Background: an optimization exercise with open tools, aiming at small area, a short achievable clock period and few clock cycles per item. Do not read the settings as production practice.
RTL that was checked went through simulation tests only; none was proved equivalent to the original.
Only the layout flow was run in run 1; the RTL was not checked for function there.
Power and IR drop assume default switching activity.

==> flow/design.v <==
module xarm_codec_a (
    input  wire        clk,
    input  wire        rst,
    input  wire        req_valid,
    output wire        req_ready,
    input  wire [7:0]  req_op,
    input  wire [7:0]  req_cmd,
    input  wire [7:0]  req_n,
    input  wire [7:0]  req_rxn,
    input  wire [15:0] req_dur,
    input  wire        in_valid,
    output wire        in_ready,
    input  wire [7:0]  in_data,
    output wire        out_valid,
    input  wire        out_ready,
    output wire [7:0]  out_data,
    output wire        out_last,
    output wire        resp_valid,
    input  wire        resp_ready,
    output wire [7:0]  resp_status,
    output wire [7:0]  resp_reason,
    output wire [15:0] resp_val
);
    localparam [7:0] SIG = 8'h55;
    localparam [2:0] C_ENC = 3'd0, C_SETPOS = 3'd1, C_GETPOS = 3'd2, C_STOP = 3'd3,
                     C_BATT = 3'd4, C_DEC = 3'd5, C_DECPOS = 3'd6, C_DECBATT = 3'd7;
    localparam [2:0] R_OK = 3'd0, R_NR = 3'd1, R_PM = 3'd2, R_BR1 = 3'd3,
                     R_BR2 = 3'd4, R_BR11 = 3'd5, R_BR12 = 3'd6, R_FF = 3'd7;
    localparam [2:0] M_IDLE = 3'd0, M_EWAIT = 3'd1, M_ERUN = 3'd2, M_DRAIN = 3'd3,
                     M_RESP = 3'd4, M_IDS = 3'd5, M_RX = 3'd6, M_DEC = 3'd7;
    localparam [1:0] O_IDLE = 2'd0, O_FRAME = 2'd1, O_POS = 2'd2, O_PASS = 2'd3;
    reg [2:0]  mst;
    reg [2:0]  opc;
    reg        opok;       
    reg [7:0]  cmd;        
    reg [7:0]  n;
    reg [7:0]  rxn;
    reg [5:0]  flen;       
    reg [7:0]  j;          
    reg [4:0]  k;          
    reg [1:0]  tp;         
    reg [1:0]  rpt;        
    reg        sig_ok, cmd_ok, ids_ok;
    reg        lbad;       
    reg [2:0]  pre;        
    reg        dec_win;    
    reg [7:0]  eid;        
    reg [1:0]  osm;
    reg [5:0]  fidx;       
    reg        pdone;      
    reg        os_cur;     
    reg        pos_todo;   
    reg        pass_todo;  
    reg        ov, ol;     
    reg [7:0]  od;
    reg        skv;        
    reg [7:0]  skd;
    reg        ir;         
    reg        rr;         
    reg        resp_v;
    reg        rv_hold;    
    reg        st7, st4, st2, st0;    
    reg [3:0]  rsn;        
    reg [7:0]  lbuf [0:18];
    reg [7:0]  hbuf [0:18];
    reg        q_ok;
    reg [2:0]  q_opc;
    reg [7:0]  q_cmd;
    always @(*) begin
        q_ok  = 1'b1;
        q_opc = C_ENC;
        q_cmd = req_cmd;
        case (req_op)
            8'h01: ;
            8'h02: begin q_opc = C_SETPOS;  q_cmd = 8'h03; end
            8'h03: begin q_opc = C_GETPOS;  q_cmd = 8'h15; end
            8'h04: begin q_opc = C_STOP;    q_cmd = 8'h14; end
            8'h05: begin q_opc = C_BATT;    q_cmd = 8'h0F; end
            8'h08: begin q_opc = C_DEC;                    end
            8'h09: begin q_opc = C_DECPOS;  q_cmd = 8'h15; end
            8'h0A: begin q_opc = C_DECBATT; q_cmd = 8'h0F; end
            default: q_ok = 1'b0;
        endcase
    end
    reg [2:0]  c_pre;
    reg        c_lbad;
    reg [5:0]  c_flen;
    wire [7:0] n3 = n + n + n;
    always @(*) begin
        c_pre  = R_OK;
        c_lbad = 1'b0;
        c_flen = 6'd2 + n[5:0];
        case (opc)
            C_ENC: begin
                if (n > 8'd60) c_pre = R_BR1;
            end
            C_SETPOS: begin
                c_flen = 6'd5 + n3[5:0];
                if (n == 8'd0 || n > 8'd19) c_pre = R_BR2;
            end
            C_GETPOS: begin
                c_flen = 6'd3 + n[5:0];
                if (n == 8'd0 || n > 8'd19) c_pre = R_BR2;
            end
            C_STOP: begin
                c_flen = 6'd3 + n[5:0];
                if (n == 8'd0 || n > 8'd59) c_pre = R_BR2;
            end
            C_BATT: begin
                c_flen = 6'd2;
            end
            C_DEC: begin
                c_lbad = ({1'b0, rxn} < 9'd4 + {1'b0, n});
                if (rxn > 8'd64)      c_pre = R_BR11;
                else if (n > 8'd60)   c_pre = R_BR12;
                else if (rxn == 8'd0) c_pre = R_NR;
            end
            C_DECPOS: begin
                c_lbad = (rxn < 8'd5 + n3);
                if (rxn > 8'd64)                 c_pre = R_BR11;
                else if (n == 8'd0 || n > 8'd19) c_pre = R_BR2;
                else if (rxn == 8'd0)            c_pre = R_NR;
            end
            default: begin
                c_lbad = (rxn < 8'd6);
                if (rxn > 8'd64)      c_pre = R_BR11;
                else if (rxn == 8'd0) c_pre = R_NR;
            end
        endcase
        if (!opok) c_pre = R_FF;
    end
    wire c_enc   = opok && (!opc[2] || opc == C_BATT);
    wire c_good  = (c_pre == R_OK);
    wire c_drain = opok && (c_pre == R_BR1 || c_pre == R_BR2 || c_pre == R_BR11 || c_pre == R_BR12);
    wire [7:0] c_dlen = (opc == C_DEC || opc == C_DECBATT) ? rxn : n;
    wire is_dec     = (opc == C_DEC);
    wire is_decpos  = (opc == C_DECPOS);
    wire is_decbatt = (opc == C_DECBATT);
    wire [7:0] j1      = j + 8'd1;
    wire       rx_last = (j1 == rxn);
    wire       pre_ok  = (pre == R_OK);
    wire       dec_ok  = pre_ok && !lbad && sig_ok && cmd_ok;
    wire k_lt_n   = ({3'b000, k} < n);
    wire trip     = is_decpos && (j >= 8'd5) && k_lt_n;
    wire k_last   = ({3'b000, k} == n - 8'd1);
    wire [2:0] hlen = (opc == C_SETPOS) ? 3'd7 :
                      (opc == C_GETPOS || opc == C_STOP) ? 3'd5 : 3'd4;
    wire [6:0] pend = {1'b0, flen} + 7'd2;
    wire o_idle  = (osm == O_IDLE);
    wire o_frame = (osm == O_FRAME);
    wire o_pos   = (osm == O_POS);
    wire o_pass  = (osm == O_PASS);
    wire f_hdr = os_cur && (fidx < {3'b000, hlen});
    wire f_pay = os_cur && !f_hdr && ({1'b0, fidx} < pend);
    reg [7:0] hdr_byte;
    always @(*) begin
        case (fidx[2:0])
            3'd0, 3'd1: hdr_byte = SIG;
            3'd2:       hdr_byte = {2'b00, flen};
            3'd3:       hdr_byte = cmd;
            3'd4:       hdr_byte = n;
            3'd5:       hdr_byte = lbuf[17];
            default:    hdr_byte = lbuf[18];
        endcase
    end
    wire [7:0] lrd  = lbuf[fidx[5:1]];
    wire [7:0] hrd  = hbuf[fidx[5:1]];
    wire [7:0] pos_byte = fidx[0] ? hrd : lrd;
    wire in_fire    = in_valid && ir;
    wire acc        = req_valid && rr;
    wire ofree      = !ov || out_ready;
    wire olast_fire = ov && out_ready && ol;
    wire m_rx       = (mst == M_RX);
    wire pass_fire  = in_fire && ((mst == M_ERUN) || (m_rx && dec_win));
    wire src_v      = skv || pass_fire;
    wire [7:0] src_d = skv ? skd : in_data;
    wire rx_fire = in_fire && m_rx;
    wire sig_nx  = sig_ok && !(rx_fire && (j < 8'd2) && (in_data != SIG));
    wire cmd_nx  = cmd_ok && !(rx_fire && (j == 8'd3) && (in_data != cmd));
    wire ids_nx  = ids_ok && !(rx_fire && trip && (tp == 2'd0) && (in_data != eid));
    function [2:0] outcome(input s_ok, input c_ok);
        if (!pre_ok)                                                  outcome = pre;
        else if (lbad || !s_ok || !c_ok || (is_decpos && !ids_ok))    outcome = R_PM;
        else                                                          outcome = R_OK;
    endfunction
    wire os_free   = o_idle || (pdone && olast_fire);
    wire slot_free = !resp_v || resp_ready;
    wire can_post  = slot_free && !pos_todo && !pass_todo &&
                     (o_idle || (pdone && olast_fire && !o_frame));
    wire pos_trig  = rx_fire && trip && (tp == 2'd2) && k_last && dec_ok && ids_ok;
    wire pass_trig = rx_fire && is_dec && (j == 8'd3) && pre_ok && !lbad &&
                     sig_ok && cmd_nx && (n != 8'd0);
    wire dec_enc     = (mst == M_DEC) && c_enc && c_good;
    wire frame_start = ((mst == M_EWAIT) || dec_enc) && os_free;
    wire pos_start   = (pos_todo || pos_trig) && os_free;
    wire pass_start  = (pass_todo || pass_trig) && os_free;
    wire frame_post  = o_frame && pdone && olast_fire;
    wire enc_done  = (mst == M_ERUN) && (({1'b0, fidx} >= pend) || pdone);
    wire rx_end    = rx_fire && rx_last;
    wire post_main = ((mst == M_RESP) || (rx_end && !pos_trig)) && can_post;
    reg [2:0] mst_n;
    reg [7:0] j_n;
    reg       dec_win_n;
    always @(*) begin
        mst_n     = mst;
        j_n       = j;
        dec_win_n = dec_win;
        case (mst)
            M_IDLE: if (req_valid) mst_n = M_DEC;
            M_DEC: begin
                j_n       = c_drain ? c_dlen : 8'd0;
                dec_win_n = 1'b0;
                if (!opok)                mst_n = M_RESP;
                else if (c_drain)         mst_n = M_DRAIN;
                else if (c_enc)           mst_n = os_free ? M_ERUN : M_EWAIT;
                else if (opc == C_DECPOS) mst_n = M_IDS;
                else if (c_pre == R_NR)   mst_n = M_RESP;
                else                      mst_n = M_RX;
            end
            M_EWAIT: if (os_free) mst_n = M_ERUN;
            M_ERUN:  if (enc_done) mst_n = M_IDLE;
            M_DRAIN: begin
                if (j == 8'd0) begin
                    if (rpt == 2'd0) mst_n = M_RESP;
                    j_n = is_decpos ? rxn : n;
                end else if (in_fire) begin
                    j_n = j - 8'd1;
                end
            end
            M_IDS: if (in_fire && k_last) mst_n = (pre == R_NR) ? M_RESP : M_RX;
            M_RX: if (in_fire) begin
                j_n       = j1;
                dec_win_n = is_dec && pre_ok && !lbad && sig_nx && cmd_nx &&
                            (j1 >= 8'd4) && (j1 < n + 8'd4);
                if (rx_last) mst_n = post_main ? M_IDLE : M_RESP;
            end
            M_RESP: if (post_main) mst_n = M_IDLE;
        endcase
    end
    reg [1:0] osm_n;
    reg [5:0] fidx_n;
    reg       pdone_n, os_cur_n;
    reg       ov_n, ol_n;
    reg [7:0] od_n;
    reg       skv_n;
    reg       ld;                       
    reg [7:0] ld_d;
    reg       ld_l;
    always @(*) begin
        osm_n    = osm;
        fidx_n   = fidx;
        pdone_n  = pdone;
        os_cur_n = os_cur && !enc_done;
        ld       = 1'b0;
        ld_d     = 8'h00;
        ld_l     = 1'b0;
        skv_n    = skv;
        if (frame_start) begin
            osm_n    = O_FRAME;
            os_cur_n = 1'b1;
            pdone_n  = 1'b0;
            fidx_n   = 6'd1;
            ld       = 1'b1;
            ld_d     = SIG;
        end else if (pos_start) begin
            osm_n    = O_POS;
            pdone_n  = 1'b0;
            fidx_n   = 6'd1;
            ld       = 1'b1;
            ld_d     = lbuf[0];
        end else if (pass_start) begin
            osm_n    = O_PASS;
            pdone_n  = 1'b0;
            fidx_n   = 6'd0;
        end else if (pdone && olast_fire) begin
            osm_n    = O_IDLE;
        end else if (ofree && !pdone) begin
            case (osm)
                O_FRAME: begin
                    ld_l = (fidx == 6'd63);
                    if (f_hdr) begin
                        ld   = 1'b1;
                        ld_d = hdr_byte;
                    end else if (f_pay) begin
                        ld   = src_v;
                        ld_d = src_d;
                    end else begin
                        ld   = 1'b1;
                    end
                end
                O_POS: begin
                    ld   = 1'b1;
                    ld_d = pos_byte;
                    ld_l = (fidx[5:1] == n[4:0] - 5'd1) && fidx[0];
                end
                O_PASS: begin
                    ld   = src_v;
                    ld_d = src_d;
                    ld_l = ({2'b00, fidx} == n - 8'd1);
                end
                default: ;
            endcase
            if (ld) begin
                fidx_n  = fidx + 6'd1;
                pdone_n = ld_l;
                if (skv) skv_n = 1'b0;
            end
        end
        if (pass_fire && !ofree)
            skv_n = 1'b1;
        ov_n = ld ? 1'b1 : (out_ready ? 1'b0 : ov);
        od_n = ld ? ld_d : od;
        ol_n = ld ? ld_l : ol;
    end
    wire [2:0] c = frame_post ? R_OK : m_rx ? outcome(sig_nx, cmd_nx) : outcome(sig_ok, cmd_ok);
    wire resp_v_n   = frame_post || post_main || (resp_v && !resp_ready);
    wire rv_hold_n  = post_main ? is_decbatt : frame_post ? 1'b0 : rv_hold;
    wire [6:0] fidx_n7 = {1'b0, fidx_n};
    reg ir_n;
    always @(*) begin
        case (mst_n)
            M_ERUN:  ir_n = !skv_n && !pdone_n && (fidx_n7 >= {4'b0000, hlen}) && (fidx_n7 < pend) &&
                            os_cur_n;
            M_DRAIN: ir_n = (j_n != 8'd0);
            M_IDS:   ir_n = 1'b1;
            M_RX:    ir_n = !(resp_v_n && rv_hold_n) &&
                            (!dec_win_n || (osm_n == O_PASS && !skv_n));
            default: ir_n = 1'b0;
        endcase
    end
    always @(posedge clk) begin
        if (rst) begin
            mst       <= M_IDLE;
            osm       <= O_IDLE;
            pdone     <= 1'b0;
            os_cur    <= 1'b0;
            pos_todo  <= 1'b0;
            pass_todo <= 1'b0;
            ov        <= 1'b0;
            skv       <= 1'b0;
            ir        <= 1'b0;
            rr        <= 1'b1;
            resp_v    <= 1'b0;
        end else begin
            mst       <= mst_n;
            osm       <= osm_n;
            pdone     <= pdone_n;
            os_cur    <= os_cur_n;
            ov        <= ov_n;
            skv       <= skv_n;
            ir        <= ir_n;
            rr        <= (mst_n == M_IDLE);
            resp_v    <= resp_v_n;
            pos_todo  <= pos_start ? 1'b0 : (pos_trig  ? 1'b1 : pos_todo);
            pass_todo <= pass_start ? 1'b0 : (pass_trig ? 1'b1 : pass_todo);
        end
    end
    always @(posedge clk) begin
        j       <= j_n;
        dec_win <= dec_win_n;
        fidx    <= fidx_n;
        od      <= od_n;
        ol      <= ol_n;
        rv_hold <= rv_hold_n;
        if (pass_fire && !ofree)
            skd <= in_data;
        if (frame_post || post_main) begin
            st7 <= (c == R_FF);
            st4 <= (c == R_FF) || (c == R_BR1) || (c == R_BR2) || (c == R_BR11) || (c == R_BR12);
            st2 <= (c == R_FF) || (c == R_PM);
            st0 <= (c == R_FF) || (c == R_NR);
            rsn <= (c == R_BR1)  ? 4'd1 :
                   (c == R_BR2)  ? 4'd2 :
                   (c == R_BR11) ? 4'd11 :
                   (c == R_BR12) ? 4'd12 : 4'd0;
        end
        if (acc) begin
            opc      <= q_opc;
            opok     <= q_ok;
            cmd      <= q_cmd;
            n        <= req_n;
            rxn      <= req_rxn;
            lbuf[17] <= req_dur[7:0];
            lbuf[18] <= req_dur[15:8];
        end
        if (mst == M_DEC) begin
            flen     <= c_flen;
            pre      <= c_pre;
            lbad     <= c_lbad;
            k        <= 5'd0;
            tp       <= 2'd0;
            sig_ok   <= 1'b1;
            cmd_ok   <= 1'b1;
            ids_ok   <= 1'b1;
            rpt      <= (opc == C_SETPOS) ? 2'd2 : (opc == C_DECPOS) ? 2'd1 : 2'd0;
        end
        if (mst == M_DRAIN && j == 8'd0)
            rpt <= rpt - 2'd1;
        if (mst == M_IDS && in_fire) begin
            lbuf[k] <= in_data;
            k       <= k_last ? 5'd0 : k + 5'd1;
            if (k == 5'd0) eid <= in_data;
        end
        if (rx_fire) begin
            sig_ok <= sig_nx;
            cmd_ok <= cmd_nx;
            ids_ok <= ids_nx;
            if (is_decbatt && j == 8'd4) hbuf[0] <= in_data;
            if (is_decbatt && j == 8'd5) hbuf[1] <= in_data;
            if (trip) begin
                case (tp)
                    2'd0: tp <= 2'd1;
                    2'd1: begin
                        lbuf[k] <= in_data;
                        tp <= 2'd2;
                    end
                    default: begin
                        hbuf[k] <= in_data;
                        tp  <= 2'd0;
                        k   <= k + 5'd1;
                        eid <= lbuf[k + 5'd1];
                    end
                endcase
            end
        end
    end
    assign req_ready   = rr;
    assign in_ready    = ir;
    assign out_valid   = ov;
    assign out_data    = od;
    assign out_last    = ol;
    assign resp_valid  = resp_v;
    assign resp_status = {st7, st7, st7, st4, st7, st2, st0, st0};
    assign resp_reason = {4'h0, rsn};
    assign resp_val    = {hbuf[1], hbuf[0]};
endmodule
==> flow/run.sh <==
#!/bin/bash
# synth_recipe.tcl (not shown) runs the flow's synth.tcl, then flattens the netlist and writes it again
# the make line also repeats each setting of config.mk as NAME=value (left out here)
make -C /OpenROAD-flow-scripts/flow DESIGN_CONFIG=/design/flow/config.mk WORK_HOME=/design/flow/orfs CLKGATE_MAP_FILE= SYNTH_SCRIPT=/design/flow/synth_recipe.tcl finish
==> flow/config.mk <==
export PLATFORM = sky130hd
export DESIGN_NAME = xarm_codec_a
export DESIGN_NICKNAME = xarm_codec_a
export VERILOG_FILES = /design/flow/design.v
export SDC_FILE = /design/flow/constraint.sdc
export NUM_CORES = 4
export LEC_CHECK = 0
export CAP_MARGIN = 20
export CORE_MARGIN = 2
export CORE_UTILIZATION = 40
export SETUP_SLACK_MARGIN = 3.9
export SLEW_MARGIN = 20
==> flow/constraint.sdc <==
create_clock -name core_clock -period 6.5 [get_ports {clk}]
set_input_delay 1.3000 -clock core_clock [delete_from_list [all_inputs] [get_ports {clk}]]
set_output_delay 1.3000 -clock core_clock [all_outputs]
set_load 0.01 [all_outputs]
==> results of run 1 <==
## cells by family after synthesis
| group | synth area share, % |
|---|---|
| AO/OA/AOI/OAI | 11.25 |
| adder cells (fa/ha/maj) | 4.185 |
| XOR/XNOR | 3.187 |
| other | 0.01616 |
| buffers and inverters | 3.386 |
| multiplexers | 15.03 |
| flip-flops | 53.06 |
| AND/OR/NAND/NOR | 9.874 |
## layout make-up
cell class	count	area share, %
sequential	425	41.02
multi-input combinational	1228	39.36
timing repair buffer	293	10.86
clock buffer	56	4.049
tap	765	3.177
clock inverter	27	0.8348
inverter	49	0.7019
## layer usage
layer | vias up | track usage, % | share of wire [%]
met3 | 145 | 4.188 | 7.2
met2 | 799 | 41.03 | 49
met4 | 0 | 10.08 | 3.7
li1 | 7554 | - | -
met1 | 8726 | 33.03 | 40
met5 | - | 0 | 0
## flip-flops by register name (all words and copies together) (netlist names), 2 cells and up
signal,flops
od,8
eid,8
j,8
n,8
cmd,8
opc,3
rsn,4
pre,3
hbuf,160
k,5
flen,6
osm,2
rpt,2
skd,8
rxn,8
tp,2
fidx,6
mst,3
lbuf,152
## metrics by stage
step	instances	setup WS (ps)	power (W)	hold WS (ps)	instance area (sq um)
floorplan	1832	2563	0.005823	430.3	23850
global placement	2593	1248	0.006817	449.8	25230
detailed placement	2593	1174	0.006819	462.7	25230
CTS	2802	2431	0.009912	472.9	29150
global route	2843	2286	0.01058	500.2	30130
finish	2843	2444	0.01016	469.2	30130
## power by group
group / switching, W / internal [W] / leakage, nW
sequential: 0.000345 / 0.00320 / 3.82
combinational: 0.00222 / 0.00182 / 5.61
clock: 0.00115 / 0.00143 / 0.700
## timing repair
item,CTS,global route
cloned,5,4
endpoints found under the setup margin,454,413
gates resized for setup,333,131
pin swaps,86,69
buffers inserted,121,37
## worst max-delay path by stage
stage,from,endpoint,slack [ps],cells after the start
after detailed placement,in_valid,ir,1170,16
final,n[2],fidx[4],2440,22
after global routing,n[2],ir,2290,18
after CTS,n[2],ir,2430,17
after floorplan,n[2],ir,2560,19
after global placement,in_valid,ir,1250,16
## synthesized netlist by cell type, types with 11 or more instances
| cell | number |
|---|---|
| sky130_fd_sc_hd__a31oi_1 | 16 |
| sky130_fd_sc_hd__xor2_1 | 32 |
| sky130_fd_sc_hd__buf_1 | 16 |
| sky130_fd_sc_hd__nor2_1 | 159 |
| sky130_fd_sc_hd__buf_4 | 15 |
| sky130_fd_sc_hd__nand3_1 | 37 |
| sky130_fd_sc_hd__a21o_1 | 11 |
| sky130_fd_sc_hd__o22ai_1 | 16 |
| sky130_fd_sc_hd__nand4_1 | 18 |
| sky130_fd_sc_hd__dfxtp_1 | 45 |
| sky130_fd_sc_hd__nor4_1 | 15 |
| sky130_fd_sc_hd__mux2i_1 | 65 |
| sky130_fd_sc_hd__edfxtp_1 | 380 |
| sky130_fd_sc_hd__inv_1 | 45 |
| sky130_fd_sc_hd__buf_2 | 30 |
| sky130_fd_sc_hd__nor3_1 | 36 |
| sky130_fd_sc_hd__mux2_2 | 22 |
| sky130_fd_sc_hd__xnor2_1 | 48 |
| sky130_fd_sc_hd__nor2b_1 | 20 |
| sky130_fd_sc_hd__mux4_2 | 115 |
| sky130_fd_sc_hd__a211oi_1 | 33 |
| sky130_fd_sc_hd__a21oi_1 | 109 |
| sky130_fd_sc_hd__ha_1 | 76 |
| sky130_fd_sc_hd__clkbuf_1 | 70 |
| sky130_fd_sc_hd__nand2_1 | 106 |
| sky130_fd_sc_hd__o21ai_0 | 77 |
## tightest hold or removal path, delay by kind of cell, from the launching register on
family        cells  cell delay [ps]
simple gates      1               60
mux               1               50
flops             1              310
==> Flow_metrics.wiki, run 1 <==
{| class="wikitable"
! Metric !! Value
|-
| Placed wire-length estimate after detailed placement || 48900 microns
|-
| Top area cells in the synthesized netlist || sky130_fd_sc_hd__edfxtp_1, sky130_fd_sc_hd__mux4_2, sky130_fd_sc_hd__ha_1
|-
| Peak VDD IR || 210.3 uV
|-
| Clock insertion delay at the later pin of the skew report || 620 ps
|-
| Number of antenna violations at the first check in global routing || 1
|-
| Combined area of the multi-input logic cells || 11860 sq um
|-
| Final critical-path required period || 4056 ps
|-
| Pin count of the biggest net entering global routing || 46
|-
| Width of the chip || 244.8 microns
|-
| Beginning of the worst hold path || rv_hold
|-
| Fraction of layout cells with a size suffix above 1 || 32.68%
|-
| Final setup violation count || 0
|-
| Die area || 59950 sq um
|-
| Number of violations reported at the end of detailed-routing iteration 0 || 1772
|-
| Ports placed on the boundary || 107
|-
| Total negative slack for setup checks || 0 ps
|-
| Arrival time of data at the critical path endpoint || 4560 ps
|-
| Number of clock buffers inserted by TritonCTS || 46
|-
| Detailed-route wire length || 76350 microns
|-
| Count of warnings emitted by yosys || 1
|-
| Final period utilization || 62.40%
|-
| Max Cap Violations || 0
|-
| Most common library cell in the layout ignoring fill and taps || sky130_fd_sc_hd__edfxtp_1
|-
| Antenna diodes || 0
|-
| Flip-flop and latch count after synthesis || 425
|-
| Number of standard-cell rows in the floorplan || 88
|-
| Delay-heaviest family, CP || buffers and inverters
|-
| Crit Reg-Reg Startpoint || n[2]
|-
| # clock sinks || 425
|-
| R2r setup slk || 2440 ps
|-
| Largest stage delay on the critical path || 560 ps
|-
| CTS H-Tree Depth || 2
|-
| Post-synthesis sequential area ratio || 53.06%
|-
| Required time of the critical path || 7010 ps
|-
| Relative slew margins || 35.29%
|-
| Syn avg cell area || 12.69 sq um
|-
| Detail-routed net length per standard cell || 26.86 microns
|-
| Final GP Congestion || 0.9446
|-
| Leakage power summed over all cells || 10.13 nW
|-
| Worst hold-check path type || flip-flop to flip-flop
|-
| Core region area || 57480 sq um
|-
| Growth of design area from synthesis to finish || 29.84%
|-
| Filler Cell Count || 4766
|-
| Count of final max-slew check failures || 0
|-
| Total vias in the final route || 17220
|-
| Worst path most repeated cell || sky130_fd_sc_hd__buf_6
|-
| Critical path startpoint category || flip-flop
|-
| Final global-route overflow total || 0
|-
| Pwr dens || 337.2 nW/um^2
|-
| Top FF cell, synth || sky130_fd_sc_hd__edfxtp_1
|-
| Final setup skew || 47.87 ps
|-
| Cell count of the worst reg-to-reg path || 22
|-
| Final net count || 2182
|-
| Vias per cell || 6.058
|-
| Reg-to-reg critical path endpoint || fidx[4]
|-
| Largest area contributor in the netlist || sky130_fd_sc_hd__edfxtp_1
|-
| Final design utilization || 52.42%
|-
| Clock tree from TritonCTS || yes
|-
| Clock-pin slew of the registers on the worst-case setup and hold paths || 60 ps
|-
| WHS Path Cells || 2
|-
| Sort of element at the end of the critical path || flip-flop
|-
| Pre-Repair DR Iteration Count || 5
|-
| FF/Latch Area || 12360 sq um
|-
| Vias in the first global route || 16910
|-
| Cell type of the slowest stage on the worst timing path || sky130_fd_sc_hd__or4b_4
|-
| Post-synthesis instance area || 23200 sq um
|-
| Setup repair after global routing missed its margin || yes
|-
| CTS Root Cell || sky130_fd_sc_hd__clkbuf_16
|-
| Buffers and inverters on the worst path || 14
|-
| Instance count of the mapped netlist || 1829
|-
| Number of buffer cells added on primary ports || 102
|-
| Remaining number of nets flagged by the antenna check after routing || 0
|-
| Post-synth EDFFs || 380
|-
| Maximum clock frequency || 246.5 MHz
|-
| First-pass GRT wire length || 111000 microns
|-
| Initial core utilization || 40.37%
|-
| Overall Global Routing Usage || 24.99%
|-
| CP cell instances || clkinv_4 -> ha_4 -> and3b_1 -> nor4b_2 -> o211ai_1 -> or4b_4 -> o311a_4 -> o21ai_4 -> buf_12 -> nor2_4 -> buf_6 -> buf_6 -> buf_6 -> buf_6 -> buf_6 -> buf_6 -> buf_6 -> buf_6 -> buf_6 -> buf_6 -> buf_6 -> buf_6
|-
| Remaining design rule violation count || 0
|-
| Number of buffers inserted for hold repair after clock tree synthesis || 0
|-
| Classification of the worst setup path || flip-flop to flip-flop
|-
| Share of the synthesized area in the top cell type || 49.18%
|-
| Highest fanout seen on the critical path || 7
|-
| Pin slew with the least headroom to its limit || 958.5 ps
|-
| Endpoint of the worst hold-timing path || rv_hold
|-
| Maximum clock insertion buffer count || 3
|-
| Outcome || timing/DRC/antenna clean
|-
| Most frequent cells in the layout || sky130_fd_sc_hd__edfxtp_1, sky130_fd_sc_hd__mux4_2, sky130_fd_sc_hd__nor2_1, sky130_fd_sc_hd__a21oi_1, sky130_fd_sc_hd__nand2_1
|-
| Netlist cell types || 100
|-
| Share of async-settable or async-resettable flops after synthesis || 0%
|-
| Number of hold-slack violations in the final timing report || 0
|-
| Die Y-Extent || 244.8 microns
|}
==> inputs of run 2 (changes only) <==
--- a/flow/design.v
+++ b/flow/design.v
@@ -44,7 +44,7 @@
     reg        lbad;       
     reg [2:0]  pre;        
     reg        dec_win;    
-    reg [7:0]  eid;        
+    reg [4:0]  kr;         
     reg [1:0]  osm;
     reg [5:0]  fidx;       
     reg        pdone;      
@@ -140,9 +140,9 @@
     wire       rx_last = (j1 == rxn);
     wire       pre_ok  = (pre == R_OK);
     wire       dec_ok  = pre_ok && !lbad && sig_ok && cmd_ok;
-    wire k_lt_n   = ({3'b000, k} < n);
+    wire k_lt_n   = (kr != 5'd0);
     wire trip     = is_decpos && (j >= 8'd5) && k_lt_n;
-    wire k_last   = ({3'b000, k} == n - 8'd1);
+    wire k_last   = (kr == 5'd1);
     wire [2:0] hlen = (opc == C_SETPOS) ? 3'd7 :
                       (opc == C_GETPOS || opc == C_STOP) ? 3'd5 : 3'd4;
     wire [6:0] pend = {1'b0, flen} + 7'd2;
@@ -177,7 +177,7 @@
     wire rx_fire = in_fire && m_rx;
     wire sig_nx  = sig_ok && !(rx_fire && (j < 8'd2) && (in_data != SIG));
     wire cmd_nx  = cmd_ok && !(rx_fire && (j == 8'd3) && (in_data != cmd));
-    wire ids_nx  = ids_ok && !(rx_fire && trip && (tp == 2'd0) && (in_data != eid));
+    wire ids_nx  = ids_ok && !(rx_fire && trip && (tp == 2'd0) && (in_data != lbuf[k]));
     function [2:0] outcome(input s_ok, input c_ok);
         if (!pre_ok)                                                  outcome = pre;
         else if (lbad || !s_ok || !c_ok || (is_decpos && !ids_ok))    outcome = R_PM;
@@ -315,19 +315,25 @@
     wire [2:0] c = frame_post ? R_OK : m_rx ? outcome(sig_nx, cmd_nx) : outcome(sig_ok, cmd_ok);
     wire resp_v_n   = frame_post || post_main || (resp_v && !resp_ready);
     wire rv_hold_n  = post_main ? is_decbatt : frame_post ? 1'b0 : rv_hold;
-    wire [6:0] fidx_n7 = {1'b0, fidx_n};
-    reg ir_n;
-    always @(*) begin
-        case (mst_n)
-            M_ERUN:  ir_n = !skv_n && !pdone_n && (fidx_n7 >= {4'b0000, hlen}) && (fidx_n7 < pend) &&
-                            os_cur_n;
-            M_DRAIN: ir_n = (j_n != 8'd0);
-            M_IDS:   ir_n = 1'b1;
-            M_RX:    ir_n = !(resp_v_n && rv_hold_n) &&
-                            (!dec_win_n || (osm_n == O_PASS && !skv_n));
-            default: ir_n = 1'b0;
-        endcase
-    end
+    wire       guard    = !(resp_v && rv_hold);
+    wire [5:0] fidx1    = fidx + 6'd1;
+    wire       pay_cur  = (fidx >= {3'b000, hlen}) && ({1'b0, fidx} < pend);
+    wire       pay_nxt  = (fidx1 >= {3'b000, hlen}) && ({1'b0, fidx1} < pend) && (fidx != 6'd63);
+    wire       erun_keep = (mst == M_ERUN) && !enc_done;
+    wire       ld_frame = ofree && (f_hdr || !f_pay || src_v);
+    wire       ir_erun  = erun_keep && (ld_frame ? pay_nxt : (pay_cur && !skv && !pass_fire));
+    wire [7:0] reload   = is_decpos ? rxn : n;
+    wire       ir_drain = (mst == M_DRAIN) &&
+                          ((j == 8'd0) ? ((rpt != 2'd0) && (reload != 8'd0)) : (!in_fire || (j != 8'd1)));
+    wire       ir_dec   = (mst == M_DEC) && guard && opok && !c_drain && !c_enc &&
+                          ((opc == C_DECPOS) || (c_pre != R_NR));
+    wire       ir_ids   = (mst == M_IDS) && guard && (!(in_fire && k_last) || (pre != R_NR));
+    wire       dw_a     = is_dec && pre_ok && !lbad && sig_ok && cmd_ok &&
+                          (j1 >= 8'd4) && (j1 < n + 8'd4);
+    wire       dwin_n   = in_fire ? (dw_a && !((j == 8'd3) && (in_data != cmd))) : dec_win;
+    wire       pass_n   = pass_start || (o_pass && !(pdone && olast_fire));
+    wire       ir_rx    = m_rx && guard && !(in_fire && rx_last) && (!dwin_n || (pass_n && !skv_n));
+    wire       ir_n     = ir_erun || ir_drain || ir_dec || ir_ids || ir_rx;
     always @(posedge clk) begin
         if (rst) begin
             mst       <= M_IDLE;
@@ -388,6 +394,7 @@
             pre      <= c_pre;
             lbad     <= c_lbad;
             k        <= 5'd0;
+            kr       <= n[4:0];
             tp       <= 2'd0;
             sig_ok   <= 1'b1;
             cmd_ok   <= 1'b1;
@@ -399,7 +406,7 @@
         if (mst == M_IDS && in_fire) begin
             lbuf[k] <= in_data;
             k       <= k_last ? 5'd0 : k + 5'd1;
-            if (k == 5'd0) eid <= in_data;
+            kr      <= k_last ? n[4:0] : kr - 5'd1;
         end
         if (rx_fire) begin
             sig_ok <= sig_nx;
@@ -418,7 +425,7 @@
                         hbuf[k] <= in_data;
                         tp  <= 2'd0;
                         k   <= k + 5'd1;
-                        eid <= lbuf[k + 5'd1];
+                        kr  <= kr - 5'd1;
                     end
                 endcase
             end
--- a/flow/config.mk
+++ b/flow/config.mk
@@ -8,5 +8,5 @@
 export CAP_MARGIN = 20
 export CORE_MARGIN = 2
 export CORE_UTILIZATION = 40
-export SETUP_SLACK_MARGIN = 3.9
+export SETUP_SLACK_MARGIN = 3.7
 export SLEW_MARGIN = 20
==> run 2 against run 1 <==
  * Critical path type unchanged
  * Flip-flop and latch count grew 2
  * Die area decreased by 0.21%
  * Global-route usage is 0.16 points lower
  * Clock power up 4%
  * Utilization fell by 0.11 points
  * Register-to-register slack improved by 1000 ps
  * Largest cell class unchanged
  * Synthesized cell count down 2.6%
  * Maximum frequency increased by 34%
  * Non-clock buffer count is 17 higher
==> Flow_metrics.wiki, run 2 <==
{| class="wikitable"
! Metric !! Value
|-
| Outcome || timing/DRC/antenna clean
|-
| Peak VDD IR || 184.4 uV (-12%)
|-
| Detailed route wirelength on metal3 || 5340 microns (-2.3%)
|-
| Share of the synthesized area in the top cell type || 50.58% (+1.4 points)
|-
| Worst hold-check path type || flip-flop to flip-flop
|-
| Top FF cell, synth || sky130_fd_sc_hd__edfxtp_1
|-
| Part of the total power dissipated in the clock network || 31.2% (+5.8 points)
|-
| Antenna diodes || 0 (unchanged)
|-
| Vias per cell || 6.090 (+0.52%)
|-
| Largest register by flop count || hbuf
|-
| Clock tree from TritonCTS || yes
|-
| Total negative slack for setup checks || 0 ps (unchanged)
|-
| Final setup skew || 27.35 ps (-20.52 ps)
|-
| Multiplexer share of the synthesized area || 14.98% (-0.059 points)
|-
| Largest area contributor in the netlist || sky130_fd_sc_hd__edfxtp_1
|-
| Number of clock buffers inserted by TritonCTS || 47 (+2.2%)
|-
| Fraction of layout cells with a size suffix above 1 || 32.19% (-0.49 points)
|-
| Relative slew margins || 23.32% (-12 points)
|-
| Reg-to-reg critical path endpoint || od[2]
|-
| # clock sinks || 427 (+0.47%)
|-
| Number of violations reported at the end of detailed-routing iteration 0 || 1667 (-5.9%)
|-
| Final setup violation count || 0 (unchanged)
|-
| Core region area || 57480 sq um (unchanged)
|-
| Pin count of the biggest net entering global routing || 44 (-4.3%)
|-
| Met2 routed WL || 36530 microns (-2.0%)
|-
| Leakage power summed over all cells || 10.22 nW (+0.86%)
|-
| Switching power as a share of total power || 31.33% (-5.2 points)
|-
| Adder-Cell Fraction of Synth Area || 4.345% (+0.16 points)
|-
| Final period utilization || 46.54% (-16 points)
|-
| First-pass GRT wire length || 110900 microns (-0.12%)
|-
| Share of synthesized cell area in and, or, nand and nor gates || 9.874% (about the same)
|-
| Remaining number of nets flagged by the antenna check after routing || 0 (unchanged)
|-
| Endpoint of the worst hold-timing path || kr[4]
|-
| Highest fanout seen on the critical path || 5 (-2)
|-
| Main combinational cell family by area after synthesis || multiplexers
|-
| Maximum clock frequency || 330.5 MHz (+34%)
|-
| Detail-routed net length per standard cell || 26.85 microns (about the same)
|-
| Fraction of power consumed by sequential logic || 38.3% (+3.4 points)
|-
| Final GP Congestion || 0.9297 (-1.6%)
|-
| Clock-pin slew of the registers on the worst-case setup and hold paths || 60 ps (about the same)
|-
| Library cell with the highest instance count after synthesis || sky130_fd_sc_hd__edfxtp_1
|-
| Number of buffers inserted for hold repair after clock tree synthesis || 0 (unchanged)
|-
| Part of the total power dissipated in combinational logic || 30.5% (-9.3 points)
|-
| Arrival time of data at the critical path endpoint || 3350 ps (-1210 ps)
|-
| CP cell instances || buf_12 -> buf_16 -> mux4_4 -> mux4_2 -> mux4_2 -> nand3_2 -> o21ai_2 -> a211o_1
|-
| Number of flip-flops under the largest register name || 160 (unchanged)
|-
| Top area cells in the synthesized netlist || sky130_fd_sc_hd__edfxtp_1, sky130_fd_sc_hd__mux4_2, sky130_fd_sc_hd__ha_1
|-
| Fraction of the mapped netlist area in compound gates || 10.50% (-0.76 points)
|-
| Number of antenna violations at the first check in global routing || 2 (+1)
|-
| Final design area excluding fillers || 30070 sq um (-0.20%)
|-
| Number of hold-slack violations in the final timing report || 0 (unchanged)
|-
| Number of standard-cell rows in the floorplan || 88 (unchanged)
|-
| Leading cell types by count after synthesis || sky130_fd_sc_hd__edfxtp_1, sky130_fd_sc_hd__nor2_1, sky130_fd_sc_hd__nand2_1, sky130_fd_sc_hd__a21oi_1, sky130_fd_sc_hd__mux4_2
|-
| Final net count || 2170 (-0.55%)
|-
| Growth of design area from synthesis to finish || 29.86% (about the same)
|-
| Net switching power || 0.002691 W (-28%)
|-
| Placement-stage cell area || 25080 sq um (-0.61%)
|-
| Post-synthesis instance area || 23150 sq um (-0.22%)
|-
| Overall Global Routing Usage || 24.83% (-0.16 points)
|-
| Number of buffer cells added on primary ports || 102 (unchanged)
|-
| Internal power || 0.005899 W (-8.4%)
|-
| Total vias in the final route || 17220 (-0.0058%)
|-
| Worst hold-check slack || 483.2 ps (+14.02 ps)
|-
| Instance count of the mapped netlist || 1781 (-2.6%)
|-
| CTS H-Tree Depth || 2 (unchanged)
|-
| Final global-route overflow total || 0 (unchanged)
|-
| R2r setup slk || 3470 ps (+1030 ps)
|-
| Vias in the first global route || 16580 (-1.9%)
|-
| Classification of the worst setup path || flip-flop to flip-flop
|-
| Final critical-path required period || 3025 ps (-1031 ps)
|-
| Critical path startpoint category || flip-flop
|-
| Share of async-settable or async-resettable flops after synthesis || 0% (unchanged)
|-
| Most frequent cells in the layout || sky130_fd_sc_hd__edfxtp_1, sky130_fd_sc_hd__buf_4, sky130_fd_sc_hd__nand2_1, sky130_fd_sc_hd__mux4_2, sky130_fd_sc_hd__a21oi_1
|-
| Topmost layer with routed signal wires || met5
|-
| Pwr dens || 285.7 nW/um^2 (-15%)
|-
| Maximum clock insertion buffer count || 3 (unchanged)
|-
| Flip-flop and latch count after synthesis || 427 (+0.47%)
|-
| Count of warnings emitted by yosys || 1 (unchanged)
|-
| Delay-heaviest family, CP || multiplexers
|-
| Initial core utilization || 40.28% (-0.087 points)
|-
| WHS Path Cells || 2 (unchanged)
|-
| Area share of xor/xnor cells in the synthesized design || 3.188% (about the same)
|-
| Detailed-route wire length || 75930 microns (-0.56%)
|-
| Count of final max-slew check failures || 0 (unchanged)
|-
| CTS Root Cell || sky130_fd_sc_hd__clkbuf_16
|-
| Sort of element at the end of the critical path || flip-flop
|-
| Cell count of the worst reg-to-reg path || 8 (-64%)
|-
| Worst path most repeated cell || sky130_fd_sc_hd__mux4_2
|-
| Buffers and inverters on the worst path || 2 (-12)
|-
| Post-synth EDFFs || 390 (+2.6%)
|-
| Syn avg cell area || 13.00 sq um (+2.5%)
|-
| Wire length on met1 || 30590 microns (-0.64%)
|-
| Pre-Repair DR Iteration Count || 5 (unchanged)
|-
| Filler Cell Count || 4781 (+0.31%)
|-
| Clock insertion delay at the later pin of the skew report || 610 ps (about the same)
|-
| Max Cap Violations || 0 (unchanged)
|-
| Most common library cell in the layout ignoring fill and taps || sky130_fd_sc_hd__edfxtp_1
|-
| Post-synthesis sequential area ratio || 53.78% (+0.72 points)
|-
| Required time of the critical path || 6820 ps (-190 ps)
|-
| Largest stage delay on the critical path || 630 ps (+70 ps)
|-
| Top flop regs || hbuf x160, lbuf x152
|-
| Setup repair after global routing missed its margin || yes
|-
| Cell type of the slowest stage on the worst timing path || sky130_fd_sc_hd__mux4_4
|-
| Placed wire-length estimate after detailed placement || 47860 microns (-2.1%)
|-
| Beginning of the worst hold path || kr[4]
|-
| Total Power Consumption || 0.008589 W (-15%)
|-
| Pin slew with the least headroom to its limit || 1149 ps (+190.1 ps)
|-
| Remaining design rule violation count || 0 (unchanged)
|-
| Die Y-Extent || 244.6 microns (-0.11%)
|-
| Die area || 59820 sq um (-0.21%)
|-
| Width of the chip || 244.6 microns (-0.11%)
|-
| Netlist cell types || 99 (-1.0%)
|-
| Ports placed on the boundary || 107 (unchanged)
|}
[run 2: cell types whose count changed in the layout (fill, tap and decap cells not counted), moves of 13 or more]
cell,before,now
sky130_fd_sc_hd__a21oi_1,98,82
sky130_fd_sc_hd__buf_2,21,4
sky130_fd_sc_hd__buf_4,85,128
sky130_fd_sc_hd__buf_6,50,27
sky130_fd_sc_hd__clkdlybuf4s15_1,13,0
sky130_fd_sc_hd__clkdlybuf4s50_1,45,59
sky130_fd_sc_hd__dlygate4sd2_1,10,31
sky130_fd_sc_hd__mux2_4,1,17
sky130_fd_sc_hd__mux4_2,115,99
sky130_fd_sc_hd__nand2_1,91,108
sky130_fd_sc_hd__nor2_1,109,78
[run 2: power groups by stage]
| stage | Sequential [W] | Combinational (W) | Clock (W) |
|---|---|---|---|
| global placement | 0.00347 | 0.00183 | 0 |
| finish | 0.00329 | 0.00262 | 0.00268 |
| detailed placement | 0.00348 | 0.00185 | 0 |
| floorplan | 0.00321 | 0.00150 | 0 |
| CTS | 0.00328 | 0.00242 | 0.00271 |
| global route | 0.00330 | 0.00276 | 0.00283 |
[run 2: what timing repair did]
item,in CTS,in global routing
cloned,11,3
buffers inserted,106,73
gates resized for setup,209,164
endpoints found under the setup margin,468,421
pin swaps,53,102
[run 2: worst register-to-register path: stages (launching register included)]
cell and delay (ps):
sky130_fd_sc_hd__dfxtp_4 390, sky130_fd_sc_hd__buf_12 130, sky130_fd_sc_hd__buf_16 130, sky130_fd_sc_hd__mux4_4 630
sky130_fd_sc_hd__mux4_2 530, sky130_fd_sc_hd__mux4_2 530, sky130_fd_sc_hd__nand3_2 110, sky130_fd_sc_hd__o21ai_2 50
sky130_fd_sc_hd__a211o_1 260
[run 2: cell type report]
| type | count | area, sq um | share of cell area (%) |
|---|---|---|---|
| clock buffer | 60 | 1246 | 4.145 |
| clock inverter | 23 | 276.5 | 0.9197 |
| inverter | 44 | 215.2 | 0.7158 |
| multi-input combinational | 1198 | 11450 | 38.10 |
| sequential | 427 | 12480 | 41.52 |
| tap | 765 | 957.2 | 3.184 |
| timing repair buffer | 310 | 3426 | 11.39 |
| timing repair inverter | 1 | 7.507 | 0.02497 |
[run 2: logic make-up after synthesis]
family	after synthesis
buffers and inverters	162
other	1
AND/OR/NAND/NOR	464
adder cells (fa/ha/maj)	80
XOR/XNOR	81
multiplexers	204
flip-flops	427
AO/OA/AOI/OAI	362
[run 2: stage by stage]
stage / std cells / utilization (%) / setup slack (ps)
global route: 2828 / 52.31 / 3405
detailed placement: 2552 / 43.63 / 2459
global placement: 2552 / 43.63 / 2500
floorplan: 1784 / - / 3453
CTS: 2752 / 49.80 / 3504
finish: 2828 / 52.31 / 3475
[run 2: worst max-delay path by stage]
stage / endpoint / slack [ps] / cells after the start
global placement: od[1] / 2500 / 7
floorplan: lbuf[17][0] / 3450 / 9
global route: lbad / 3410 / 17
finish: od[2] / 3470 / 8
detailed placement: od[7] / 2460 / 7
CTS: od[4] / 3500 / 8
[run 2: per-layer routing]
metal | vias to the layer above | GRT usage, %
met5 | - | 0
met4 | 4 | 10.65
met3 | 189 | 3.709
met2 | 754 | 40.66
met1 | 8834 | 32.91
li1 | 7442 | -
Testbench counts of run 2, summed over its fixed seeds: cycles 160,886, items 3,200.
==> inputs of run 3 (changes only) <==
--- a/flow/config.mk
+++ b/flow/config.mk
@@ -8,5 +8,5 @@
 export CAP_MARGIN = 20
 export CORE_MARGIN = 2
 export CORE_UTILIZATION = 40
-export SETUP_SLACK_MARGIN = 3.7
+export SETUP_SLACK_MARGIN = 3.3
 export SLEW_MARGIN = 20
==> run 3 against run 2 <==
  * Maximum frequency decreased by 5.7%
  * Highest routed layer unchanged
  * Flip-flop and latch count unchanged
  * Largest power group unchanged
  * Count of clock-buffer cells in the layout decreased by 2
  * Clock skew increased by 15 ps
  * Still clean
  * Die area unchanged
  * Critical path depth increased by 7
  * Non-clock buffer count decreased by 110
==> Flow_metrics.wiki, run 3 <==
{| class="wikitable"
! Metric !! Value
|-
| Leakage power summed over all cells || 9.214 nW (-9.9%)
|-
| Classification of the worst setup path || flip-flop to flip-flop
|-
| Detailed-route wire length || 71910 microns (-5.3%)
|-
| Largest area contributor in the netlist || sky130_fd_sc_hd__edfxtp_1
|-
| Final period utilization || 49.35% (+2.8 points)
|-
| Final critical-path required period || 3208 ps (+182.3 ps)
|-
| Width of the chip || 244.6 microns (unchanged)
|-
| Post-synth EDFFs || 390 (unchanged)
|-
| Max Cap Violations || 0 (unchanged)
|-
| Share of async-settable or async-resettable flops after synthesis || 0% (unchanged)
|-
| Core region area || 57480 sq um (unchanged)
|-
| Library cell with the highest instance count after synthesis || sky130_fd_sc_hd__edfxtp_1
|-
| Flip-flop and latch count after synthesis || 427 (unchanged)
|-
| Setup repair after global routing missed its margin || yes
|-
| Final setup skew || 42.64 ps (+15.29 ps)
|-
| Filler Cell Count || 4972 (+4.0%)
|-
| Top flop regs || hbuf x160, lbuf x152
|-
| Final setup violation count || 0 (unchanged)
|-
| Sort of element at the end of the critical path || flip-flop
|-
| Global route hottest layer || met2
|-
| CTS H-Tree Depth || 2 (unchanged)
|-
| FF/Latch Area || 12470 sq um (-0.12%)
|-
| Combined area of the multi-input logic cells || 10640 sq um (-7.1%)
|-
| Fraction of layout cells with a size suffix above 1 || 22.49% (-9.7 points)
|-
| Number of antenna violations at the first check in global routing || 3 (+1)
|-
| Clock tree from TritonCTS || yes
|-
| Ports placed on the boundary || 107 (unchanged)
|-
| Top FF cell, synth || sky130_fd_sc_hd__edfxtp_1
|-
| Post-synthesis sequential area ratio || 53.78% (unchanged)
|-
| Final global-route overflow total || 0 (unchanged)
|-
| Remaining number of nets flagged by the antenna check after routing || 0 (unchanged)
|-
| Fraction of met1 tracks used by global routing || 31.85% (-1.1 points)
|-
| Number of standard-cell rows in the floorplan || 88 (unchanged)
|-
| Largest register by flop count || hbuf
|-
| Placed cells || 2550 (-0.078%)
|-
| Reg-to-reg critical path endpoint || lbad
|-
| Total negative slack for setup checks || 0 ps (unchanged)
|-
| Endpoint of the worst hold-timing path || kr[4]
|-
| First-pass GRT wire length || 105700 microns (-4.6%)
|-
| Instance count of the mapped netlist || 1781 (unchanged)
|-
| Count of final max-slew check failures || 0 (unchanged)
|-
| R2r setup slk || 3290 ps (-180 ps)
|-
| Met3 Resource Use GR || 4.104% (+0.40 points)
|-
| Crit Reg-Reg Startpoint || n[1]
|-
| Largest stage delay on the critical path || 510 ps (-120 ps)
|-
| Placed wire-length estimate after detailed placement || 48520 microns (+1.4%)
|-
| Syn avg cell area || 13.00 sq um (unchanged)
|-
| Remaining design rule violation count || 0 (unchanged)
|-
| Netlist cell types || 99 (unchanged)
|-
| Number of flip-flops under the largest register name || 160 (unchanged)
|-
| Pin slew with the least headroom to its limit || 1006 ps (-142.8 ps)
|-
| Number of hold-slack violations in the final timing report || 0 (unchanged)
|-
| Required time of the critical path || 6960 ps (+140 ps)
|-
| Die Y-Extent || 244.6 microns (unchanged)
|-
| WHS Path Cells || 2 (unchanged)
|-
| Die area || 59820 sq um (unchanged)
|-
| Pwr dens || 296.6 nW/um^2 (+3.8%)
|-
| Worst Slack Setup Final || 3292 ps (-182.3 ps)
|-
| Worst hold-check path type || flip-flop to flip-flop
|-
| Cell type of the slowest stage on the worst timing path || sky130_fd_sc_hd__edfxtp_1
|-
| Clock insertion delay at the later pin of the skew report || 610 ps (about the same)
|-
| Growth of design area from synthesis to finish || 20.13%
|-
| Pre-Repair DR Iteration Count || 6 (+1)
|-
| Most frequent cells in the layout || sky130_fd_sc_hd__edfxtp_1, sky130_fd_sc_hd__nand2_1, sky130_fd_sc_hd__clkdlybuf4s50_1, sky130_fd_sc_hd__nor2_1, sky130_fd_sc_hd__mux4_2
|-
| Peak VDD IR || 196.5 uV (+6.5%)
|-
| CTS Root Cell || sky130_fd_sc_hd__clkbuf_16
|-
| Leading cell types by count after synthesis || sky130_fd_sc_hd__edfxtp_1, sky130_fd_sc_hd__nor2_1, sky130_fd_sc_hd__nand2_1, sky130_fd_sc_hd__a21oi_1, sky130_fd_sc_hd__mux4_2
|-
| Worst path most repeated cell || sky130_fd_sc_hd__a21oi_2
|-
| Number of violations reported at the end of detailed-routing iteration 0 || 1752 (+5.1%)
|-
| Vias per cell || 6.010 (-1.3%)
|-
| Post-placement worst setup slack || 1864 ps (-594.9 ps)
|-
| Cell count of the worst reg-to-reg path || 15 (+7)
|-
| Buffers and inverters on the worst path || 2 (unchanged)
|-
| Number of buffers inserted for hold repair after clock tree synthesis || 0 (unchanged)
|-
| Beginning of the worst hold path || kr[4]
|-
| Arrival time of data at the critical path endpoint || 3670 ps (+320 ps)
|-
| Overall Global Routing Usage || 23.66% (-1.2 points)
|-
| Final design area excluding fillers || 27810 sq um (-7.5%)
|-
| Share of the synthesized area in the top cell type || 50.58% (unchanged)
|-
| Filler-free cell count of the finished design || 2721 (-3.8%)
|-
| # clock sinks || 427 (unchanged)
|-
| Total vias in the final route || 16350 (-5.0%)
|-
| Clock-pin slew of the registers on the worst-case setup and hold paths || 70 ps (about the same)
|-
| Final GP Congestion || 0.9189 (-1.2%)
|-
| Highest fanout seen on the critical path || 6 (+1)
|-
| Final net count || 2061 (-5.0%)
|-
| Placement-stage cell area || 24820 sq um (-1.0%)
|-
| Post-synthesis instance area || 23150 sq um (unchanged)
|-
| Vias in the first global route || 15940 (-3.9%)
|-
| Count of warnings emitted by yosys || 1 (unchanged)
|-
| Outcome || timing/DRC/antenna clean
|-
| Number of clock buffers inserted by TritonCTS || 48 (+2.1%)
|-
| Relative slew margins || 32.86% (+9.5 points)
|-
| Most common library cell in the layout ignoring fill and taps || sky130_fd_sc_hd__edfxtp_1
|-
| Detail-routed net length per standard cell || 26.43 microns (-1.6%)
|-
| Number of buffer cells added on primary ports || 102 (unchanged)
|-
| Pin count of the biggest net entering global routing || 45 (+2.3%)
|-
| Antenna diodes || 0 (unchanged)
|-
| Initial core utilization || 40.28% (unchanged)
|-
| Maximum clock insertion buffer count || 3 (unchanged)
|-
| Met2 capacity usage during global routing || 39.25% (-1.4 points)
|-
| Maximum clock frequency || 311.7 MHz (-5.7%)
|-
| CP cell instances || clkinvlp_4 -> buf_6 -> ha_4 -> a21o_1 -> a21oi_2 -> xnor2_2 -> nand2_1 -> xor2_2 -> ha_1 -> o21ai_1 -> a21oi_1 -> o21a_1 -> o21ai_2 -> a21oi_2 -> a21oi_2
|-
| Delay-heaviest family, CP || compound AO/OA/AOI/OAI gates
|-
| Critical Path Stages || 15 (+7)
|-
| Top area cells in the synthesized netlist || sky130_fd_sc_hd__edfxtp_1, sky130_fd_sc_hd__mux4_2, sky130_fd_sc_hd__ha_1
|-
| Critical path startpoint category || flip-flop
|}
[run 3: cell counts after synthesis]
No cell type changed its count.
[run 3: what timing repair did]
action,in CTS,in global routing
resized for setup,87,51
pin swaps,20,26
cloned,1,4
endpoints found under the setup margin,404,373
buffers inserted,57,22
[run 3: worst max-delay path by stage]
stage / from / to / slack [ps]
finish: n[1] / lbad / 3290
CTS: n[1] / lbad / 3280
global placement: in_valid / hbuf[0][1] / 1970
floorplan: in_valid / lbuf[4][0] / 3310
detailed placement: in_valid / hbuf[0][1] / 1860
global route: opc[0] / hbuf[12][4] / 3170
[run 3: cell families (layout without fill, tap and decap cells)]
kind of cell | after synthesis | count (layout) | share of synthesized area [%]
AOI/OAI and AO/OA | 362 | 362 | 10.50
other | 1 | 4 | 0.01620
muxes | 204 | 204 | 14.98
buffers and inverters | 162 | 330 | 3.324
DFF | 427 | 427 | 53.78
xor gates and xnor gates | 81 | 81 | 3.189
adders and majority gates | 80 | 80 | 4.345
and+or+nand+nor | 464 | 468 | 9.873
[run 3: final cells by class]
type                    count  share of cell area (%)
clock buffers              58                   4.490
clock inverters            28                   1.098
inverters                  44                  0.6253
multi-input cells        1199                   38.26
flip-flops and latches    427                   44.83
well taps                 765                   3.442
repair buffers            200                   7.261
[run 3: power by group]
group | switching, W | leakage (nW) | total [W] | internal (W)
Clock | 0.00114 | 0.743 | 0.00268 | 0.00154
Combinational | 0.00122 | 4.61 | 0.00228 | 0.00106
Sequential | 0.000196 | 3.86 | 0.00329 | 0.00309
Total | 0.00255 | 9.21 | 0.00825 | 0.00570
[run 3: routing by layer]
| layer | up-vias | share of wire, % |
|---|---|---|
| met3 | 133 | 7.8 |
| met4 | 2 | 2.9 |
| met2 | 753 | 48 |
| met5 | - | 0.018 |
| met1 | 8221 | 41 |
| li1 | 7245 | - |
[run 3: worst min-delay path, stage by stage, from the launching register on]
cell and delay [ps]:
sky130_fd_sc_hd__dfxtp_1 320, sky130_fd_sc_hd__o21ai_0 70, sky130_fd_sc_hd__nand2_1 50
[run 3: metrics by stage]
step / hold WS [ps] / util [%] / total power (W)
2_1_floorplan: 437.0 / - / 0.004688
3_3_place_gp: 447.0 / 43.18 / 0.005297
3_5_place_dp: 463.9 / 43.19 / 0.005321
4_1_cts: 472.8 / 47.54 / 0.008216
5_1_grt: 509.3 / 48.39 / 0.008553
6_report: 481.1 / 48.39 / 0.008250
==> inputs of run 4 (changes only) <==
==> flow/flow/run.sh (new file) <==
#!/bin/bash
# The standard layout, with plain buf_2 cells as the port buffers instead of
# the delay cells buffer_ports picks on its own.
set -euo pipefail
export BUFFER_PORTS_ARGS="-buffer_cell sky130_fd_sc_hd__buf_2"
bash standard.sh > standard_flow.log 2>&1
==> flow/standard.sh (new file) <==
#!/bin/bash
# synth_recipe.tcl (not shown) runs the flow's synth.tcl, then flattens the netlist and writes it again
# the make line also repeats each setting of config.mk as NAME=value (left out here)
make -C /OpenROAD-flow-scripts/flow DESIGN_CONFIG=/design/flow/config.mk WORK_HOME=/design/flow/orfs CLKGATE_MAP_FILE= SYNTH_SCRIPT=/design/flow/synth_recipe.tcl "${@:-finish}"
removed: flow/run.sh
==> run 4 against run 3 <==
  * Routed wire length fell by 2.1%
  * Die area unchanged
  * Combinational power shrank 4%
  * Synthesized area unchanged
  * Global-route usage shrank 0.52 points
  * Sequential share of layout area up 1.4 points
  * Sequential power about the same
  * Total power decreased by 1.5%
  * Via count fell by 0.70%
  * Final cell count fell by 0.85%
  * Worst setup slack better by 8.7 ps
  * Critical path type unchanged
  * Critical endpoint unchanged
  * Highest routed layer unchanged
==> Flow_metrics.wiki, run 4 <==
{| class="wikitable"
! Metric !! Value
|-
| Final global-route overflow total || 0 (unchanged)
|-
| Clock tree from TritonCTS || yes
|-
| Number of hold-slack violations in the final timing report || 0 (unchanged)
|-
| Initial core utilization || 40.28% (unchanged)
|-
| Leakage power summed over all cells || 9.050 nW (-1.8%)
|-
| Max Cap Violations || 0 (unchanged)
|-
| Critical path startpoint category || flip-flop
|-
| First-pass GRT wire length || 104000 microns (-1.7%)
|-
| Largest area contributor in the netlist || sky130_fd_sc_hd__edfxtp_1
|-
| Number of buffers inserted for hold repair after clock tree synthesis || 0 (unchanged)
|-
| Top area cells in the synthesized netlist || sky130_fd_sc_hd__edfxtp_1, sky130_fd_sc_hd__mux4_2, sky130_fd_sc_hd__ha_1
|-
| Count of warnings emitted by yosys || 1 (unchanged)
|-
| Number of clock buffers inserted by TritonCTS || 47 (-2.1%)
|-
| Placed wire-length estimate after detailed placement || 48320 microns (-0.40%)
|-
| Startpoint of the most critical setup path || n[1]
|-
| Worst hold-check path type || flip-flop to flip-flop
|-
| Core region area || 57480 sq um (unchanged)
|-
| Count of final max-slew check failures || 0 (unchanged)
|-
| Crit Reg-Reg Startpoint || n[1]
|-
| CTS H-Tree Depth || 2 (unchanged)
|-
| Vias in the first global route || 16060 (+0.77%)
|-
| Required time of the critical path || 6850 ps (-110 ps)
|-
| Post-synthesis sequential area ratio || 53.78% (unchanged)
|-
| Instance count of the mapped netlist || 1781 (unchanged)
|-
| Setup repair after global routing missed its margin || yes
|-
| Pwr dens || 301.1 nW/um^2 (+1.5%)
|-
| Detail-routed net length per standard cell || 26.08 microns (-1.3%)
|-
| Netlist cell types || 99 (unchanged)
|-
| Pre-Repair DR Iteration Count || 6 (unchanged)
|-
| Share of async-settable or async-resettable flops after synthesis || 0% (unchanged)
|-
| Cell count of the worst reg-to-reg path || 17 (+2)
|-
| Vias per cell || 6.019 (+0.14%)
|-
| Clock insertion delay at the later pin of the skew report || 620 ps (about the same)
|-
| Top FF cell, synth || sky130_fd_sc_hd__edfxtp_1
|-
| Final net count || 2036 (-1.2%)
|-
| Maximum clock frequency || 312.6 MHz (+0.27%)
|-
| Final setup violation count || 0 (unchanged)
|-
| Largest register by flop count || hbuf
|-
| Number of buffer cells added on primary ports || 102 (unchanged)
|-
| Remaining number of nets flagged by the antenna check after routing || 0 (unchanged)
|-
| Number of flip-flops under the largest register name || 160 (unchanged)
|-
| Combined area of the multi-input logic cells || 10530 sq um (-1.0%)
|-
| Number of standard-cell rows in the floorplan || 88 (unchanged)
|-
| Total negative slack for setup checks || 0 ps (unchanged)
|-
| R2r setup slk || 3300 ps (about the same)
|-
| Most common library cell in the layout ignoring fill and taps || sky130_fd_sc_hd__edfxtp_1
|-
| Peak VDD IR || 188.0 uV (-4.3%)
|-
| Die Y-Extent || 244.6 microns (unchanged)
|-
| Syn avg cell area || 13.00 sq um (unchanged)
|-
| Total vias in the final route || 16240 (-0.70%)
|-
| Pin slew with the least headroom to its limit || 973.2 ps (-32.51 ps)
|-
| Relative slew margins || 35.03% (+2.2 points)
|-
| Detailed-route wire length || 70370 microns (-2.1%)
|-
| Antenna diodes || 0 (unchanged)
|-
| Final period utilization || 49.22% (-0.13 points)
|-
| Share of the synthesized area in the top cell type || 50.58% (unchanged)
|-
| Final design utilization || 46.97% (-1.4 points)
|-
| Growth of design area from synthesis to finish || 16.61%
|-
| Most frequent cells in the layout || sky130_fd_sc_hd__edfxtp_1, sky130_fd_sc_hd__nand2_1, sky130_fd_sc_hd__buf_2, sky130_fd_sc_hd__a21oi_1, sky130_fd_sc_hd__nor2_1
|-
| Library cell with the highest instance count after synthesis || sky130_fd_sc_hd__edfxtp_1
|-
| Beginning of the worst hold path || kr[4]
|-
| Number of violations reported at the end of detailed-routing iteration 0 || 1629 (-7.0%)
|-
| Highest fanout seen on the critical path || 3 (-3)
|-
| Sort of element at the end of the critical path || flip-flop
|-
| Outcome || timing/DRC/antenna clean
|-
| Die area || 59820 sq um (unchanged)
|-
| Post-synth EDFFs || 390 (unchanged)
|-
| Number of antenna violations at the first check in global routing || 2 (-1)
|-
| Post-synthesis instance area || 23150 sq um (unchanged)
|-
| Leading cell types by count after synthesis || sky130_fd_sc_hd__edfxtp_1, sky130_fd_sc_hd__nor2_1, sky130_fd_sc_hd__nand2_1, sky130_fd_sc_hd__a21oi_1, sky130_fd_sc_hd__mux4_2
|-
| Classification of the worst setup path || flip-flop to flip-flop
|-
| Endpoint of the worst hold-timing path || kr[4]
|-
| FF/Latch Area || 12470 sq um (about the same)
|-
| Final setup skew || 40.34 ps (-2.299 ps)
|-
| Pin count of the biggest net entering global routing || 50 (+11%)
|-
| CTS Root Cell || sky130_fd_sc_hd__clkbuf_16
|-
| Filler Cell Count || 5118 (+2.9%)
|-
| Width of the chip || 244.6 microns (unchanged)
|-
| Top flop regs || hbuf x160, lbuf x152
|-
| Final GP Congestion || 0.9412 (+2.4%)
|-
| Remaining design rule violation count || 0 (unchanged)
|-
| Arrival time of data at the critical path endpoint || 3550 ps (-120 ps)
|-
| WHS Path Cells || 2 (unchanged)
|-
| Fraction of layout cells with a size suffix above 1 || 26.13% (+3.6 points)
|-
| # clock sinks || 427 (unchanged)
|-
| Final critical-path required period || 3199 ps (-8.690 ps)
|-
| Reg-to-reg critical path endpoint || lbad
|-
| Overall Global Routing Usage || 23.14% (-0.52 points)
|-
| Maximum clock insertion buffer count || 3 (unchanged)
|-
| Ports placed on the boundary || 107 (unchanged)
|-
| Flip-flop and latch count after synthesis || 427 (unchanged)
|-
| Clock-pin slew of the registers on the worst-case setup and hold paths || 60 ps (about the same)
|}
[run 4: kinds of logic after synthesis]
family	Yosys count	synth area share (%)
and+or+nand+nor	464	9.873
DFF	427	53.78
AOI/OAI and AO/OA	362	10.50
muxes	204	14.98
buffers and inverters	162	3.324
xor gates and xnor gates	81	3.189
adders and majority gates	80	4.345
other	1	0.01620
[run 4: routing by layer]
metal / track usage, % / up-vias / wire (microns)
li1: - / 7174 / -
met1: 30.65 / 8193 / 28580
met2: 38.17 / 738 / 33830
met3: 3.830 / 132 / 5310
met4: 8.770 / 2 / 2638
met5: 0 / - / 11
[run 4: power breakdown]
group | switching, W | internal [W] | total, W
Clock | 0.00114 | 0.00153 | 0.00267
Sequential | 0.000183 | 0.00309 | 0.00328
Combinational | 0.00118 | 0.000998 | 0.00218
Total | 0.00251 | 0.00562 | 0.00813
[run 4: final cells by class]
class	count	area share, %
repair buffers	179	4.949
inverters	44	0.6303
flip-flops and latches	427	46.19
clock buffers	59	4.602
clock inverters	28	1.080
well taps	765	3.545
multi-input cells	1196	39.01
[run 4: how the worst max path moves through the flow]
stage,slack (ps),end
floorplan,3310,lbuf[4][0]
global placement,2350,hbuf[0][7]
detailed placement,2300,hbuf[8][6]
CTS,3190,hbuf[9][2]
global route,3180,lbad
finish,3300,lbad
[run 4: critical path: stages (launching register included)]
cell and delay, ps:
sky130_fd_sc_hd__edfxtp_1 430, sky130_fd_sc_hd__buf_6 140, sky130_fd_sc_hd__ha_4 150, sky130_fd_sc_hd__inv_2 50, sky130_fd_sc_hd__fa_2 400, sky130_fd_sc_hd__inv_2 60, sky130_fd_sc_hd__a21oi_1 60, sky130_fd_sc_hd__o21bai_1 260
sky130_fd_sc_hd__xor2_1 240, sky130_fd_sc_hd__buf_4 170, sky130_fd_sc_hd__xor2_4 70, sky130_fd_sc_hd__ha_4 260, sky130_fd_sc_hd__o21ai_0 60, sky130_fd_sc_hd__a21oi_1 150, sky130_fd_sc_hd__o21a_1 170, sky130_fd_sc_hd__o21ai_1 60
sky130_fd_sc_hd__a21oi_1 160, sky130_fd_sc_hd__a21oi_1 60
[run 4: metrics by stage]
step | area, sq um | cells | worst slack, ps | total power [W] | hold WS, ps
2_1_floorplan | 23330 | 1784 | 3308 | 0.004688 | 437.0
3_3_place_gp | 24350 | 2551 | 2350 | 0.005246 | 447.4
3_5_place_dp | 24360 | 2551 | 2295 | 0.005268 | 458.5
4_1_cts | 26390 | 2668 | 3188 | 0.008063 | 467.8
5_1_grt | 27000 | 2698 | 3176 | 0.008450 | 513.3
6_report | 27000 | 2698 | 3301 | 0.008128 | 484.9
[run 4: repair_timing]
item	4_1_cts	5_1_grt
resized for setup	48	79
buffers inserted	29	27
endpoints found under the setup margin	395	372
gates cloned	1	2
pin swaps	5	18

[separate check: timing with driven ports]
Ports are ideal in the flow. The routed layouts listed here were re-timed in OpenROAD.
Step 1 assumes that a clkbuf_16 drives the clock port and a buf_2 every other input.
Step 2 times the ports against the registers' clock, not the clock port: input delays grow and output delays shrink by t, the midpoint of the rising clock arrivals with the driver on.
a / b / c = no drivers / after step 1 / after step 2; a / b = the first two.
| run | t (ns) | slack for setup (ns) | worst data-port slew with drivers (ns) |
|---|---|---|---|
| run 1 | 0.660 | 2.444 / 2.444 / 2.044 | 0.09 |
| run 2 | 0.656 | 3.475 / 3.475 / 3.008 | 0.05 |
| run 3 | 0.653 | 3.292 / 3.292 / 2.694 | 0.06 |
| run 4 | 0.656 | 3.301 / 3.301 / 2.764 | 0.07 |
After both steps setup and hold are still met in every run listed. The setup slack of run 3, which loses most, moves by 0.000 ns with the drivers and by -0.598 ns with both steps.
